Background: an optimization exercise with open tools, aiming at small area, a short achievable clock period and few clock cycles per item. Do not read the settings as production practice. Only simulation tests tie the RTL to the original design; equivalence was not proved.

==> inputs of build 33 <==
Design dds_engine, start of the top module:
module dds_engine (
  input  wire        clk,
  input  wire        rst,             
  input  wire        req_valid,
  output wire        req_ready,
  input  wire [31:0] req_phase_inc,
  input  wire [31:0] req_off1,
  input  wire [31:0] req_off2,
  input  wire [31:0] req_off3,
  input  wire [15:0] req_amp,         
  input  wire        req_en,
  input  wire [1:0]  req_kind,        
  input  wire [1:0]  req_firp,        
  input  wire [2:0]  req_pm,          
  input  wire [15:0] req_alpha,       
  output wire        out_valid,
  input  wire        out_ready,
  output wire [31:0] out_a,           
  output wire [31:0] out_b            
);
export LEC_CHECK = 0
export ABC_AREA = 1
export CAP_MARGIN = 20
export CORE_MARGIN = 2
export CORE_UTILIZATION = 50
export PLACE_DENSITY = 0.65
export SLEW_MARGIN = 20
export SYNTH_MEMORY_MAX_BITS = 65536
create_clock -name core_clock -period 30.0 [get_ports {clk}]
standard.sh (not shown) runs the stock make flow with config.mk's settings and CLKGATE_MAP_FILE= SYNTH_SCRIPT=/design/flow/synth_recipe.tcl, a recipe that flattens the netlist after the stock synthesis.
==> flow/flow/run.sh <==
#!/bin/bash
# The standard layout (the standard.sh), with the port buffers that
# global placement inserts made buf_4 cells instead of the default choice.
set -euo pipefail
export BUFFER_PORTS_ARGS="-buffer_cell sky130_fd_sc_hd__buf_4"
bash standard.sh > standard.log 2>&1
==> inputs of trial 54, as changes to build 33 <==
--- a/flow/design.v
+++ b/flow/design.v
@@ -326,24 +326,26 @@
       endcase
       acc = ra + rb + rc + rd + re + 16'sd16;
       fir_out = acc[14:5];
     end
   endfunction
   function [25:0] iir;
     input [25:0] y;
-    input [9:0]  z;
+    input [9:0]  x;
     input [41:0] cf;                  
+    reg   [9:0]  z;
     reg   [10:0] ehi;
     reg   [26:0] e;
     reg   [27:0] sel, r;
     reg   [41:0] acc, row;
     reg          one, two, neg, pneg;
     integer i;
     begin
-      ehi  = {z[9], z} + {~y[25], ~y[25:16]} + {10'd0, cf[40]};
+      z    = x - {9'd0, cf[40]};
+      ehi  = {x[9], x} + {~y[25], ~y[25:16]};
       e    = {ehi, ~y[15:0]};
       acc  = cf[41] ? {z, {16{cf[40]}}, cf[39:24]} : {y, cf[39:24]};
       pneg = 1'b0;
       for (i = 0; i < 8; i = i + 1) begin
         one = cf[i];
         two = cf[8 + i];
         neg = cf[16 + i];
@@ -420,15 +422,14 @@
   reg        f1, f2;                  
   reg        ov, sv;                  
   reg [31:0] P;
   reg [1:0]  k_act;
   reg [31:0] s_inc, s_off1, s_off2, s_off3;
   reg        s_en;
   reg [15:0] s_amp;
-  reg        xdec;                    
   reg [1:0]  c_kind, c_firp;
   reg        c_en;
   reg [2:0]  c_pm;
   reg [41:0] icf;                     
   reg [1:0]  d_kind, d_firp;
   reg        d_en;
   reg [2:0]  d_pm;
@@ -456,18 +457,18 @@
   wire [31:0] p2 = P + s_off2;
   wire [31:0] p3 = P + s_off3;
   wire [39:0] dv = {cc_of(st3, d_kind, d_firp, ~d_en | (d_pm <= 3'd3)),
                     cc_of(st2, d_kind, d_firp, ~d_en | (d_pm <= 3'd2)),
                     cc_of(st1, d_kind, d_firp, ~d_en | (d_pm <= 3'd1)),
                     cc_of(st0, d_kind, d_firp, ~d_en | (d_pm == 3'd0))};
   wire [9:0] xa0, xa1, xa2, xa3;
-  dds_amp amp0 (.sm(sm0), .amp(s_amp), .dec(xdec), .x(xa0));
-  dds_amp amp1 (.sm(sm1), .amp(s_amp), .dec(xdec), .x(xa1));
-  dds_amp amp2 (.sm(sm2), .amp(s_amp), .dec(xdec), .x(xa2));
-  dds_amp amp3 (.sm(sm3), .amp(s_amp), .dec(xdec), .x(xa3));
+  dds_amp amp0 (.sm(sm0), .amp(s_amp), .dec(1'b0), .x(xa0));
+  dds_amp amp1 (.sm(sm1), .amp(s_amp), .dec(1'b0), .x(xa1));
+  dds_amp amp2 (.sm(sm2), .amp(s_amp), .dec(1'b0), .x(xa2));
+  dds_amp amp3 (.sm(sm3), .amp(s_amp), .dec(1'b0), .x(xa3));
   always @(posedge clk) begin
     if (rst) begin
       rdy   <= 1'b0;
       busy  <= 1'b0;
       pend  <= 1'b0;
       rclr  <= 1'b1;
       v1    <= 1'b0;
@@ -511,15 +512,14 @@
       s_off1 <= req_off1;
       s_off2 <= req_off2;
       s_off3 <= req_off3;
       s_en   <= req_en;
     end
     if (ldb) begin
       s_amp  <= req_amp;
-      xdec   <= (req_kind == 2'd1) & req_cf[40];
       c_kind <= req_kind;
       c_en   <= req_en;
       c_firp <= req_firp;
       c_pm   <= req_pm;
       icf    <= req_cf;
       chg    <= req_kind != k_act;
     end
- CORE_UTILIZATION: 50 -> 60
- PLACE_DENSITY: 0.65 -> 0.72
- SLEW_MARGIN: 20 -> 50
==> inputs of trial 83, as changes to build 33 <==
--- a/flow/design.v
+++ b/flow/design.v
@@ -326,24 +326,26 @@
       endcase
       acc = ra + rb + rc + rd + re + 16'sd16;
       fir_out = acc[14:5];
     end
   endfunction
   function [25:0] iir;
     input [25:0] y;
-    input [9:0]  z;
+    input [9:0]  x;
     input [41:0] cf;                  
+    reg   [9:0]  z;
     reg   [10:0] ehi;
     reg   [26:0] e;
     reg   [27:0] sel, r;
     reg   [41:0] acc, row;
     reg          one, two, neg, pneg;
     integer i;
     begin
-      ehi  = {z[9], z} + {~y[25], ~y[25:16]} + {10'd0, cf[40]};
+      z    = x - {9'd0, cf[40]};
+      ehi  = {x[9], x} + {~y[25], ~y[25:16]};
       e    = {ehi, ~y[15:0]};
       acc  = cf[41] ? {z, {16{cf[40]}}, cf[39:24]} : {y, cf[39:24]};
       pneg = 1'b0;
       for (i = 0; i < 8; i = i + 1) begin
         one = cf[i];
         two = cf[8 + i];
         neg = cf[16 + i];
@@ -420,15 +422,14 @@
   reg        f1, f2;                  
   reg        ov, sv;                  
   reg [31:0] P;
   reg [1:0]  k_act;
   reg [31:0] s_inc, s_off1, s_off2, s_off3;
   reg        s_en;
   reg [15:0] s_amp;
-  reg        xdec;                    
   reg [1:0]  c_kind, c_firp;
   reg        c_en;
   reg [2:0]  c_pm;
   reg [41:0] icf;                     
   reg [1:0]  d_kind, d_firp;
   reg        d_en;
   reg [2:0]  d_pm;
@@ -456,18 +457,18 @@
   wire [31:0] p2 = P + s_off2;
   wire [31:0] p3 = P + s_off3;
   wire [39:0] dv = {cc_of(st3, d_kind, d_firp, ~d_en | (d_pm <= 3'd3)),
                     cc_of(st2, d_kind, d_firp, ~d_en | (d_pm <= 3'd2)),
                     cc_of(st1, d_kind, d_firp, ~d_en | (d_pm <= 3'd1)),
                     cc_of(st0, d_kind, d_firp, ~d_en | (d_pm == 3'd0))};
   wire [9:0] xa0, xa1, xa2, xa3;
-  dds_amp amp0 (.sm(sm0), .amp(s_amp), .dec(xdec), .x(xa0));
-  dds_amp amp1 (.sm(sm1), .amp(s_amp), .dec(xdec), .x(xa1));
-  dds_amp amp2 (.sm(sm2), .amp(s_amp), .dec(xdec), .x(xa2));
-  dds_amp amp3 (.sm(sm3), .amp(s_amp), .dec(xdec), .x(xa3));
+  dds_amp amp0 (.sm(sm0), .amp(s_amp), .dec(1'b0), .x(xa0));
+  dds_amp amp1 (.sm(sm1), .amp(s_amp), .dec(1'b0), .x(xa1));
+  dds_amp amp2 (.sm(sm2), .amp(s_amp), .dec(1'b0), .x(xa2));
+  dds_amp amp3 (.sm(sm3), .amp(s_amp), .dec(1'b0), .x(xa3));
   always @(posedge clk) begin
     if (rst) begin
       rdy   <= 1'b0;
       busy  <= 1'b0;
       pend  <= 1'b0;
       rclr  <= 1'b1;
       v1    <= 1'b0;
@@ -511,15 +512,14 @@
       s_off1 <= req_off1;
       s_off2 <= req_off2;
       s_off3 <= req_off3;
       s_en   <= req_en;
     end
     if (ldb) begin
       s_amp  <= req_amp;
-      xdec   <= (req_kind == 2'd1) & req_cf[40];
       c_kind <= req_kind;
       c_en   <= req_en;
       c_firp <= req_firp;
       c_pm   <= req_pm;
       icf    <= req_cf;
       chg    <= req_kind != k_act;
     end
- CORE_UTILIZATION: 50 -> 60
- CTS_CLUSTER_DIAMETER: unset -> 100
- CTS_CLUSTER_SIZE: unset -> 30
- PLACE_DENSITY: 0.65 -> 0.72
- SLEW_MARGIN: 20 -> 50
==> summary of the runs <==
Wire length: trial 83 is lower than trial 54 (0.50%). Between trial 83 and trial 54, the lower maximum frequency is in trial 83 (gap about 0.36%, measured against trial 54). Clock-buffer cell count, lowest first: trial 83, trial 54, build 33. Utilization: trial 54 > trial 83 > build 33. Against trial 83, the register-to-register slack of trial 54 is higher by 0.03 ns. In critical path depth, trial 83 and trial 54 do not differ. In build 33 the synthesized cell count is larger than in trial 54, by 0.33%.
Testbench counts of build 33, summed over its fixed seeds: cycles 24,712, items 24,576.
Testbench counts of trial 54, summed over its fixed seeds: cycles 24,712, items 24,576.
Testbench counts of trial 83, summed over its fixed seeds: cycles 24,712, items 24,576.

==> what the ideal ports hide <==
How much do the figures lean on ideal ports? The routed layouts below were timed once more, with nothing changed but the port constraints.
Step 1: set_driving_cell puts a clkbuf_16 on clk and a buf_2 on each other input, an assumption about the parent block.
Step 2 times the ports against the registers' clock, not the clock port: input delays grow and output delays shrink by t, the midpoint of the rising clock arrivals with the driver on.
Slacks: ideal ports / drivers / drivers and shift; pairs: ideal ports / drivers.
| run | shift t [ns] | setup slack, ns | hold WS [ns] | latest minus earliest clock arrival (ns) | worst register clock-pin slew, ns |
|---|---|---|---|---|---|
| build 33 | 0.881 | 21.996 / 21.996 / 21.996 | 0.403 / 0.403 / 0.403 | 0.092 / 0.092 | 0.08 / 0.08 |
| trial 54 | 0.867 | 22.523 / 22.424 / 22.423 | 0.421 / 0.421 / 0.421 | 0.093 / 0.093 | 0.08 / 0.08 |
| trial 83 | 0.854 | 22.495 / 22.401 / 22.437 | 0.448 / 0.448 / 0.448 | 0.111 / 0.112 | 0.12 / 0.12 |
After both steps every run listed still meets setup and hold. For trial 54, which loses most, drivers alone change the setup slack by -0.099 ns; drivers and shift together by -0.100 ns.
